What follows belongs to an exercise in optimizing a design on an open flow for small area, a short achievable clock period and few clock cycles per item; a production flow would make more cautious choices.
Function was checked by simulation only, so behaviour that the tests miss may differ from the original.

==> flow/design.v (outline; a module is shown in full before it is edited, if it fits) <==
// module svf_fa: 10 lines
// module svf_bs: 10 lines
// module svf_ha: 9 lines
// module svf_mac_k: 681 lines
// module svf_mac_k2: 878 lines
// module svf_benc_k: 34 lines
// module svf_benc_q: 34 lines
// module svf_mac_ks: 656 lines
// module svf_mac_hps: 714 lines
// module svf_mac_ts: 681 lines
// module svf_bank: 182 lines
module svf_bank (
    input  wire        clk,
    input  wire        rst,
    input  wire        cmd_valid,
    output wire        cmd_ready,
    input  wire [2:0]  cmd_op,
    input  wire [3:0]  cmd_voice,
    input  wire [15:0] cmd_data,
    output reg         res_valid,
    output reg  [3:0]  res_voice,
    output reg  [23:0] res_y
);
  // ...
==> flow/flow/run.sh <==
#!/bin/bash
# The standard layout (the standard.sh) with three changes to how it is made:
#  - repair_timing is asked to leave 27.5 ns of setup slack at the design's
#    36 ns clock, so that it sizes and buffers the design for the period it
#    actually achieves;
#  - the port buffers are buf_4 cells instead of the delay buffer that
#    buffer_ports picks by default;
#  - clock tree synthesis runs without dummy loads.
set -euo pipefail
bash standard.sh SETUP_SLACK_MARGIN=27.5 "BUFFER_PORTS_ARGS=-buffer_cell sky130_fd_sc_hd__buf_4" \
  "CTS_ARGS=-sink_clustering_enable -repair_clock_nets -dont_use_dummy_load" finish > standard.log 2>&1
==> flow/standard.sh <==
#!/bin/bash
# synth_recipe.tcl (not shown) runs the flow's synth.tcl, then flattens the netlist and writes it again
# the make line also repeats each setting of config.mk as NAME=value (left out here)
make -C /OpenROAD-flow-scripts/flow DESIGN_CONFIG=/design/flow/config.mk WORK_HOME=/design/flow/orfs CLKGATE_MAP_FILE= SYNTH_SCRIPT=/design/flow/synth_recipe.tcl "${@:-finish}"
==> flow/config.mk <==
export PLATFORM = sky130hd
export DESIGN_NAME = svf_bank
export DESIGN_NICKNAME = svf_bank
export VERILOG_FILES = /design/flow/design.v
export SDC_FILE = /design/flow/constraint.sdc
export NUM_CORES = 4
export LEC_CHECK = 0
export CAP_MARGIN = 20
export CORE_MARGIN = 2
export CORE_UTILIZATION = 70
export SLEW_MARGIN = 20
export SYNTH_HIERARCHICAL = 1
export SYNTH_MINIMUM_KEEP_SIZE = 0
==> flow/constraint.sdc <==
create_clock -name core_clock -period 36.0 [get_ports {clk}]
set_input_delay 7.2000 -clock core_clock [delete_from_list [all_inputs] [get_ports {clk}]]
set_output_delay 7.2000 -clock core_clock [all_outputs]
set_load 0.01 [all_outputs]
==> summary.md, run 1 <==
The wire length on met2 is 220 mm. The met1 routing resource usage after global routing was 60.3%; the weighted congestion reported at the end of routability-driven placement was 1.00. In the layout the commonest cells are 1815 x sky130_fd_sc_hd__edfxtp_1, 1428 x sky130_fd_sc_hd__xnor2_1, 1326 x sky130_fd_sc_hd__a22oi_2. Number of setup violations in the final report: 0. Data arrival time of the critical path: 1.37 ns. The routed design has 517 mm of wire. The wire length on met1 was 170 mm. After synthesis the cells add up to 146000 sq um. The most frequently used flop master after synthesis is sky130_fd_sc_hd__edfxtp_1. Yosys printed 12 warnings.

After layout, the worst setup slack is 27.43 ns. TritonCTS built the clock tree. The average footprint of a synthesized cell was 13.8 sq um; the synthesized-area fraction occupied by ao, oa, aoi and oai cells was 19.2%. Measured on the final layout, buffering overhead outside the clock network stands at 2.24%. The busiest metal layer after global routing is met2.

The remaining global-route overflow came out at 0. The flow ran to the end and the layout has no timing, DRC or antenna violations. The simple-gate area share of the yosys netlist is 3.81%, and the count of buffers from port buffering is 55. Of the post-synthesis cell area, the part taken by muxes is 0.995%. The number of library cell types mapped by synthesis came out at 90. In this run the worst setup path begins at res_voice[2]$_SDFF_PP0_. For this run, the share of the core covered by cells in the final layout is 76.4%. The die covers 213000 sq um. Leaving out fill and tap cells, the most frequent cell in the layout is sky130_fd_sc_hd__edfxtp_1. The initialized floorplan defines 167 standard-cell rows. The placed instances occupy a cell area of 152000 sq um. Leading cell type by number of instances after synthesis: sky130_fd_sc_hd__edfxtp_1. The area share of fa/ha/maj cells after synthesis is 20.3%, and the post-cts resize count is 57. The finished cells cover 159000 sq um.
Testbench counts, summed over its fixed seeds: cycles 13,018, items 10,240.
==> run 2: changes to the inputs <==
--- a/flow/flow/run.sh
+++ b/flow/flow/run.sh
@@ -7,5 +7,5 @@
 #    buffer_ports picks by default;
-#  - clock tree synthesis runs without dummy loads.
+#  - clock tree synthesis runs without dummy loads, with clusters of up to 20 sinks.
 set -euo pipefail
 bash standard.sh SETUP_SLACK_MARGIN=27.5 "BUFFER_PORTS_ARGS=-buffer_cell sky130_fd_sc_hd__buf_4" \
-  "CTS_ARGS=-sink_clustering_enable -repair_clock_nets -dont_use_dummy_load" finish > standard.log 2>&1
+  "CTS_ARGS=-sink_clustering_enable -repair_clock_nets -dont_use_dummy_load -sink_clustering_size 20" finish > standard.log 2>&1
--- a/flow/config.mk
+++ b/flow/config.mk
@@ -9,3 +9,3 @@
 export CORE_MARGIN = 2
-export CORE_UTILIZATION = 70
+export CORE_UTILIZATION = 60
 export SLEW_MARGIN = 20
==> run 2 against run 1 <==
Against the previous run:
- core utilization shrank 11 points
- clock-buffer cell count is 7 higher
- still clean on timing, DRC and antenna
- die area rose by 17%
- hold slack lost 0.012 ns
==> summary.md, run 2 <==
Summed over all nets, the half-perimeter wirelength after detailed placement is 341 mm. The H-tree was split into 4 levels. The core region is 243000 sq um. STA classifies the critical path startpoint as a register. Summing the sequential cell areas from Yosys gives 43.9% of the chip area. The total DRC errors in the routed layout is 0. The number of gates on the worst path with buffers counted works out to 1. Yosys attributes the largest share of cell area to sky130_fd_sc_hd__edfxtp_1 37%, sky130_fd_sc_hd__fa_1 15%, sky130_fd_sc_hd__a22oi_2 11%. Traced cell by cell, the critical path runs through buf_6. The top-area cell type share of the netlist area works out to 37.2%. The hold violation total from the final report was 0. The global-route wire length before repair was 742 mm; the hold path depth was 0. The maximum buffer depth of the clock tree is 3.

The number of setup violations in the final report is 0 (unchanged). Compared with the post-synthesis result, the final layout area differs by 8.86%. For the worst-skew pair, the clock arrives at the later sink with an insertion delay of 0.98 ns.

The number of synthesized register bits was 2307; the final period utilization was 23.8%. The tree is rooted in a sky130_fd_sc_hd__clkbuf_16. For the finished layout, the period the worst path requires is 8.58 ns.

The proportion of register bits with asynchronous set or reset after synthesis was 0%. The layout has 17.9k filler cells. The number of cell instances on the worst register-to-register path works out to 24. Overall die area: 248000 sq um (+17%). The run gives 63 as the number of antenna violations at the first check in global routing. The worst setup path is of the reg2out kind. The number of top-level pins was 56.

The tools report the max-slew violation count as 0. The slew at the pin with the worst max-slew slack works out to 1.30 ns. The clock arrives with 0.184 ns of skew.

The run finished with no timing, DRC or antenna violations. The total wire length came out at 525 mm (+1.6%). The cell family contributing the most delay on the critical path is flip-flops. The first routing iteration left 13.5k violations.

Leaving out fill and tap cells, the most frequent cells in the layout are 1815 x sky130_fd_sc_hd__edfxtp_1, 1429 x sky130_fd_sc_hd__xnor2_1, 1326 x sky130_fd_sc_hd__a22oi_2. For the number of standard-cell rows in the floorplan, the log shows 181 (+8.4%). The cell area after layout is 159000 sq um (+0.57%), and the weighted congestion reported at the end of routability-driven placement is 0.970 (-3.2%). The logs give 12 (unchanged) for the total number of yosys warnings and 2307 for the TritonCTS sink count. The clock-pin slew of the registers on the worst-case setup and hold paths is 0.06 ns.

The number of enable-type register cells in the synthesized netlist was 1815. By count the netlist is led by 1815 x sky130_fd_sc_hd__edfxtp_1, 1434 x sky130_fd_sc_hd__xnor2_1, 1326 x sky130_fd_sc_hd__a22oi_2. TritonCTS built the clock tree.

The post-placement cell area was 153000 sq um (+0.47%); the count of buffers from port buffering was 55 (unchanged). Max-slew headroom at the worst pin: 13.2%. For the number of library cell types mapped by synthesis, the log shows 90 (unchanged).

Measured along the y axis, the die boundary spans 498 um. Based on the critical path, the design can be clocked at up to 116 MHz. Summed over all instances, the cell type with the most area after synthesis is sky130_fd_sc_hd__edfxtp_1.

Before antenna repair, the detailed router went through 6 iterations. The total buffers and inverters traversed by the critical path was 1. Adding up every negative setup slack in the final design gives 0 ns.

At the worst endpoint, the required time is 28.80 ns. For the data arrival time of the critical path, the log shows 1.38 ns (about the same). For this design, the slowest cell found on the critical path is sky130_fd_sc_hd__dfxtp_4. The initial core utilization came out at 60.3%.

The most common library cell in the layout ignoring fill and taps is sky130_fd_sc_hd__edfxtp_1. For this block, the via count after detailed routing is 99.7k. Using the TritonRoute via totals, the vias-per-cell ratio works out to 7.01. The run gives 10.6k as the number of cells produced by synthesis. Most frequently used flop master after synthesis: sky130_fd_sc_hd__edfxtp_1.

The worst setup path is captured at an output pin. The largest fanout on the critical path came out at 1. After detailed routing, the average wire length per cell comes to 36.9 um. Number of buffers created by CTS: 233.

Via count of the first global-routing pass: 102k. The remaining global-route overflow is 0 (unchanged), and the number of max-cap violations is 0. The horizontal die dimension is 498 um. Setup repair after global routing could not meet its margin everywhere. The tightest min-delay check is of the reg2reg type. The average footprint of a synthesized cell was 13.8 sq um (unchanged). In this design, the stage delay of the slowest critical-path cell is 0.36 ns. Remaining antenna violation count after routing: 0. The most common cell in the synthesized netlist is sky130_fd_sc_hd__edfxtp_1. Across every metal layer, demand over resource in global routing totals 41.9%. Entering global routing, the biggest net connects 82 pins. The post-route netlist has 22.2% of its cells at a drive strength greater than 1.

After the last flow step, the layout net total stands at 12.7k. For the post-synthesis instance area, the log shows 146000 sq um (unchanged).
run 2: per-stage QoR:
step	utilization (%)	hold WS, ns	worst slack (ns)	std cells
global route	65.6	0.321	27.39	14179
floorplan	-	0.310	27.47	10730
global placement	63.0	0.310	27.56	13928
finish	65.6	0.313	27.42	14219
CTS	65.5	0.314	27.38	14162
detailed placement	63.1	0.312	27.61	13928
run 2: kinds of logic after synthesis:
family,Yosys count,share of synthesized area (%)
compound gates,2946,19.2
buf+inv,840,2.79
flops,2307,43.9
simple gates,1160,3.81
other cells,8,0.0205
mux,136,0.995
fa+ha+maj,1711,20.3
xor+xnor,1483,8.87
run 2: path summary, 6_finish.rpt:
check                           end  slack, ns                 start
max                       res_valid      27.42  res_valid$_SDFF_PP0_
max reg2reg  lp2_r[0][12]$_DFFE_PP_      27.72         rK[7]$_DFF_P_
min reg2reg         tbp2[3]$_DFF_P_       0.31       qbp2[3]$_DFF_P_
min                 tbp2[3]$_DFF_P_       0.31       qbp2[3]$_DFF_P_
run 2: repair_timing:
action | in CTS | in global routing
gates cloned | 0 | 1
pin swaps | 0 | 2
gates resized for setup | 57 | 13
buffers inserted | 1 | 10
endpoints found under the setup margin | 30 | 371
hold buffers | 0 | 0
run 2: area by class of cell:
class	count	area (sq um)	area share, %
multi-input combinational	7584	79900	50.1
tap	3202	4010	2.51
timing repair buffer	472	3720	2.33
clock buffer	233	5830	3.66
antenna	46	115	0.0722
inverter	375	1430	0.894
sequential	2307	64500	40.5
run 2: metal layers:
metal	routed length, um	track usage (%)	up-vias
met2	231000	62.6	6576
met5	200	0	-
li1	-	-	40317
met4	38300	26.4	28
met1	193000	54.7	51350
met3	62400	11.1	1418
run 2: per-module statistics from Yosys, one instance, submodules excluded:
module,times used,area [sq um]
svf_benc_k,1,290
svf_mac_ts,1,1520
svf_bs,1326,21.3
svf_mac_ks,2,1110
svf_mac_k2,1,2150
svf_mac_k,1,1280
svf_benc_q,1,255
svf_bank,1,81500
svf_mac_hps,1,1550
svf_ha,417,12.5
svf_fa,1115,20.0
run 2: worst reg2reg max path: cells and delay by family (launching register included):
kind	cells	cell delay [ns]
AOI/OAI and AO/OA	9	2.39
xor gates and xnor gates	2	0.54
adders and majority gates	6	2.04
buffers and inverters	1	0.71
DFF	1	0.91
and+or+nand+nor	6	1.45
==> run 3: changes to the inputs <==
--- a/flow/flow/run.sh
+++ b/flow/flow/run.sh
@@ -7,5 +7,5 @@
 #    buffer_ports picks by default;
-#  - clock tree synthesis runs without dummy loads, with clusters of up to 20 sinks.
+#  - clock tree synthesis runs without dummy loads, with clusters of up to 25 sinks.
 set -euo pipefail
 bash standard.sh SETUP_SLACK_MARGIN=27.5 "BUFFER_PORTS_ARGS=-buffer_cell sky130_fd_sc_hd__buf_4" \
-  "CTS_ARGS=-sink_clustering_enable -repair_clock_nets -dont_use_dummy_load -sink_clustering_size 20" finish > standard.log 2>&1
+  "CTS_ARGS=-sink_clustering_enable -repair_clock_nets -dont_use_dummy_load -sink_clustering_size 25" finish > standard.log 2>&1
==> run 3 against run 2 <==
Against the previous run:
- cell area unchanged
- sequential cell count is the same
- maximum frequency unchanged
- still clean on timing, DRC and antenna
- worst setup slack unchanged
- cell count stayed put
- synthesized cell count unchanged
- clock-buffer cell count did not move
- critical path type unchanged
- sequential share of layout area unchanged
==> summary.md, run 3 <==
The tools report the nature of the critical path endpoint as an output pin. The top-area cell type share of the netlist area was 37.2% (unchanged); the total DRC errors in the routed layout was 0 (unchanged). The number of synthesized register bits is 2307 (unchanged).

Summed over all instances, the cell type with the most area after synthesis is sky130_fd_sc_hd__edfxtp_1. The TritonCTS sink count came out at 2307 (unchanged). The maximum buffer depth of the clock tree is 3 (unchanged). The number of cell instances on the worst register-to-register path was 24 (unchanged). The run finished with no timing, DRC or antenna violations. The number of antenna violations at the first check in global routing was 63 (unchanged); the global-route wire length before repair was 742 mm (unchanged).

The simple-gate area share of the yosys netlist came out at 3.81% (unchanged). The logs give 6 (unchanged) for the first-pass iteration count of the detailed router and 99.7k (unchanged) for the vias after detailed routing. Sorting the synthesized cells by area gives the leading types as sky130_fd_sc_hd__edfxtp_1 37%, sky130_fd_sc_hd__fa_1 15%, sky130_fd_sc_hd__a22oi_2 11%. The remaining antenna violation count after routing was 0 (unchanged); the number of nets in the final layout was 12.7k (unchanged).

TritonCTS built the clock tree. The post-route worst setup slack came out at 27.42 ns (unchanged). In the layout the commonest cells are 1815 x sky130_fd_sc_hd__edfxtp_1, 1429 x sky130_fd_sc_hd__xnor2_1, 1326 x sky130_fd_sc_hd__a22oi_2. The run gives 4 (unchanged) as the maximum level of the CTS H-tree. The register area share after synthesis came out at 43.9% (unchanged). The worst setup timing slack at the placement stage is 27.61 ns (unchanged). After synthesis, the most frequently instantiated cells are 1815 x sky130_fd_sc_hd__edfxtp_1, 1434 x sky130_fd_sc_hd__xnor2_1, 1326 x sky130_fd_sc_hd__a22oi_2. For the weighted congestion reported at the end of routability-driven placement, the log shows 0.970 (unchanged).

STA classifies the critical path startpoint as a register. The number of vias per cell after detailed routing was 7.01 (unchanged). Data arrival time of the critical path: 1.38 ns (about the same).

Setup repair after global routing could not meet its margin everywhere. The height of the chip was 498 um (unchanged). The maximum single-stage delay on the critical path was 0.36 ns (about the same); the number of standard-cell rows in the floorplan was 181 (unchanged).

The clock latency of the later-clocked register in the worst-skew pair is 0.98 ns (about the same), and the met3 track utilization from global routing is 11.1% (unchanged). The area share of fa/ha/maj cells after synthesis was 20.3% (unchanged); the number of max-cap violations was 0 (unchanged). The largest fanout on the critical path came out at 1 (unchanged). The run gives 0 ns (unchanged) as the accumulated negative setup slack. In this run the most critical hold path is launched from qbp2[3]$_DFF_P_. Most frequently used flop master after synthesis: sky130_fd_sc_hd__edfxtp_1. The cell family contributing the most delay on the critical path is flip-flops. The tools report the met1 routing resource usage after global routing as 54.7% (unchanged). The worst clock skew on the final layout is 0.184 ns (unchanged). The worst hold path belongs to the class reg2reg. The layout-stage area growth over the synthesis result came out at 8.86% (unchanged).

The run gives 0 (unchanged) as the max-slew violation count. The number of buffers created by CTS is 233 (unchanged), and the hold path depth is 0 (unchanged). For the post-synthesis instance area, the log shows 146000 sq um (unchanged).

Leaving out fill and tap cells, the most frequent cell in the layout is sky130_fd_sc_hd__edfxtp_1. The proportion of register bits with asynchronous set or reset after synthesis is 0% (unchanged), and the via count of the first global-routing pass is 102k (unchanged). The number of enable-type register cells in the synthesized netlist works out to 1815 (unchanged).

The number of top-level pins is 56 (unchanged), and the clock-pin slew of the registers on the worst-case setup and hold paths is 0.06 ns (about the same). The total number of yosys warnings was 12 (unchanged). The tools report the worst setup path startpoint as res_valid$_SDFF_PP0_.

The average footprint of a synthesized cell works out to 13.8 sq um (unchanged). For the overall die area, the log shows 248000 sq um (unchanged). The hold violation total from the final report came out at 0 (unchanged). The run gives 60.3% (unchanged) as the initial core utilization. The count of buffers from port buffering is 55 (unchanged).

The horizontal die dimension came out at 498 um (unchanged). The highest attainable clock frequency is 116 MHz (unchanged). The tools report the hold path endpoint as tbp2[3]$_DFF_P_. The run gives 0 (unchanged) as the quantity of hold-fixing buffers added after cts. The met2 demand-to-capacity share in global routing was 62.6% (unchanged); the max-slew headroom at the worst pin was 13.2% (unchanged). The run gives 10.6k (unchanged) as the number of cells produced by synthesis. The mux contribution to synthesized area was 0.995% (unchanged); the aggregate global-route resource usage was 41.9% (unchanged).

The standard cell core area is 243000 sq um (unchanged). The total buffers and inverters traversed by the critical path works out to 1 (unchanged). The critical path in this run is classified as reg2out. The HPWL after detailed placement was 341 mm (unchanged). The logs give 90 (unchanged) for the number of library cell types mapped by synthesis and 27.72 ns (about the same) for the slack of the worst reg-to-reg path.

The remaining global-route overflow is 0 (unchanged). Busiest metal layer after global routing: met2. The pin count of the biggest net entering global routing was 82 (unchanged).

The final period utilization is 23.8% (unchanged), and the total wire length is 525 mm (unchanged). The number of setup violations in the final report is 0 (unchanged). The worst register-to-register path begins at rK[7]$_DFF_P_. Walking the worst path, the cells encountered are buf_6.

The fraction of synthesized cell area in xor and xnor cells is 8.87% (unchanged). By area, the combinational part of the netlist is dominated by adder cells. Among all stages on the critical path, the largest delay is contributed by sky130_fd_sc_hd__dfxtp_4. The leading cell type by number of instances after synthesis is sky130_fd_sc_hd__edfxtp_1.

The final routed wire length divided by cell count was 36.9 um (unchanged); the clock period minus final worst setup slack was 8.58 ns (unchanged). The tools report the end of the worst register-to-register path as lp2_r[0][12]$_DFFE_PP_. The synthesized-area fraction occupied by ao, oa, aoi and oai cells came out at 19.2% (unchanged).

The slew at the pin with the worst max-slew slack came out at 1.30 ns (unchanged). The share of final-layout standard cells stronger than drive strength 1 was 22.2% (unchanged); the required time at the worst-slack endpoint was 28.80 ns (about the same). First-iteration detailed-routing DRC count: 13.5k (unchanged).

The tree is rooted in a sky130_fd_sc_hd__clkbuf_16.
## run 3: cell counts in the layout (fill, tap and decap cells not counted)
Identical to the previous run, type by type.
## run 3: routing by layer
metal	part of all wire (%)	routed length (um)	vias to the layer above
met5	0.038	200	-
met4	7.3	38300	28
met1	37	193000	51350
met3	12	62400	1418
li1	-	-	40317
met2	44	231000	6576
## run 3: how the worst max path moves through the flow
stage	endpoint	depth (start not counted)
6_report	res_valid	1
5_1_grt	res_valid	1
4_1_cts	res_valid	1
2_1_floorplan	qy1p[22]$_DFF_P_	27
3_3_place_gp	bp1_r[12][22]$_DFFE_PP_	28
3_5_place_dp	bp1_r[4][22]$_DFFE_PP_	28
## run 3: modules after synthesis, one instance, submodules excluded
module	flip-flops and latches	cell area [sq um]
svf_bank	2307	81500
svf_benc_k	0	290
svf_benc_q	0	255
svf_bs	0	21.3
svf_fa	0	20.0
svf_ha	0	12.5
svf_mac_hps	0	1550
svf_mac_k	0	1280
svf_mac_k2	0	2150
svf_mac_ks	0	1110
svf_mac_ts	0	1520
## run 3: final cells by class
| type | count | area (sq um) |
|---|---|---|
| fillers | 17923 | 83500 |
| multi-input cells | 7584 | 79900 |
| flip-flops and latches | 2307 | 64500 |
| clock buffers | 233 | 5830 |
| well taps | 3202 | 4010 |
| repair buffers | 472 | 3720 |
| inverters | 375 | 1430 |
| diodes | 46 | 115 |
## run 3: kinds of logic (layout without fill, tap and decap cells)
group                      after synthesis  after routing
and+or+nand+nor                       1160           1160
DFF                                   2307           2307
xor gates and xnor gates              1483           1483
adders and majority gates             1711           1711
other                                    8            193
buffers and inverters                  840           1080
AOI/OAI and AO/OA                     2946           2947
muxes                                  136            136
## run 3: through the flow
step / instance area (sq um) / util (%) / hold slack, ns / cells
after floorplan: 147000 / - / 0.310 / 10730
after global placement: 153000 / 63.0 / 0.310 / 13928
after detailed placement: 153000 / 63.1 / 0.312 / 13928
after CTS: 159000 / 65.5 / 0.314 / 14162
after global routing: 159000 / 65.6 / 0.321 / 14179
final: 159000 / 65.6 / 0.313 / 14219
## run 3: what timing repair did
action                                  in CTS  in global routing
setup buffers                                1                 10
gates resized for setup                     57                 13
endpoints found under the setup margin      30                371
cloned                                       0                  1
pin swaps                                    0                  2

afterwards: timing with drivers on the ports:
Ports are ideal in the flow. The routed layouts listed here were re-timed in OpenROAD. Step 1 sets driving cells, clkbuf_16 on the clock port and buf_2 on the other inputs (assumed; they add their load-dependent delay and slew). Step 2 moves the port delays by t, midway between the first and last clock arrival at a register: inputs arrive t later, outputs are due t later. That takes back most of the time a late clock gives input paths. a / b / c = ideal / step 1 / step 2; a / b = the first two.
| run | t (ns) | slack for setup (ns) | worst setup path at the end | slew at the worst register clock pin (ns) | pins driven straight from the clock port |
|---|---|---|---|---|---|
| run 1 | 0.957 | 27.430 / 27.333 / 27.577 | input to register | 0.07 / 0.07 | 1 |
| run 2 | 0.989 | 27.415 / 27.316 / 27.634 | input to register | 0.07 / 0.07 | 1 |
| run 3 | 0.989 | 27.415 / 27.316 / 27.634 | input to register | 0.07 / 0.07 | 1 |
After both steps setup and hold are still met in every run listed.
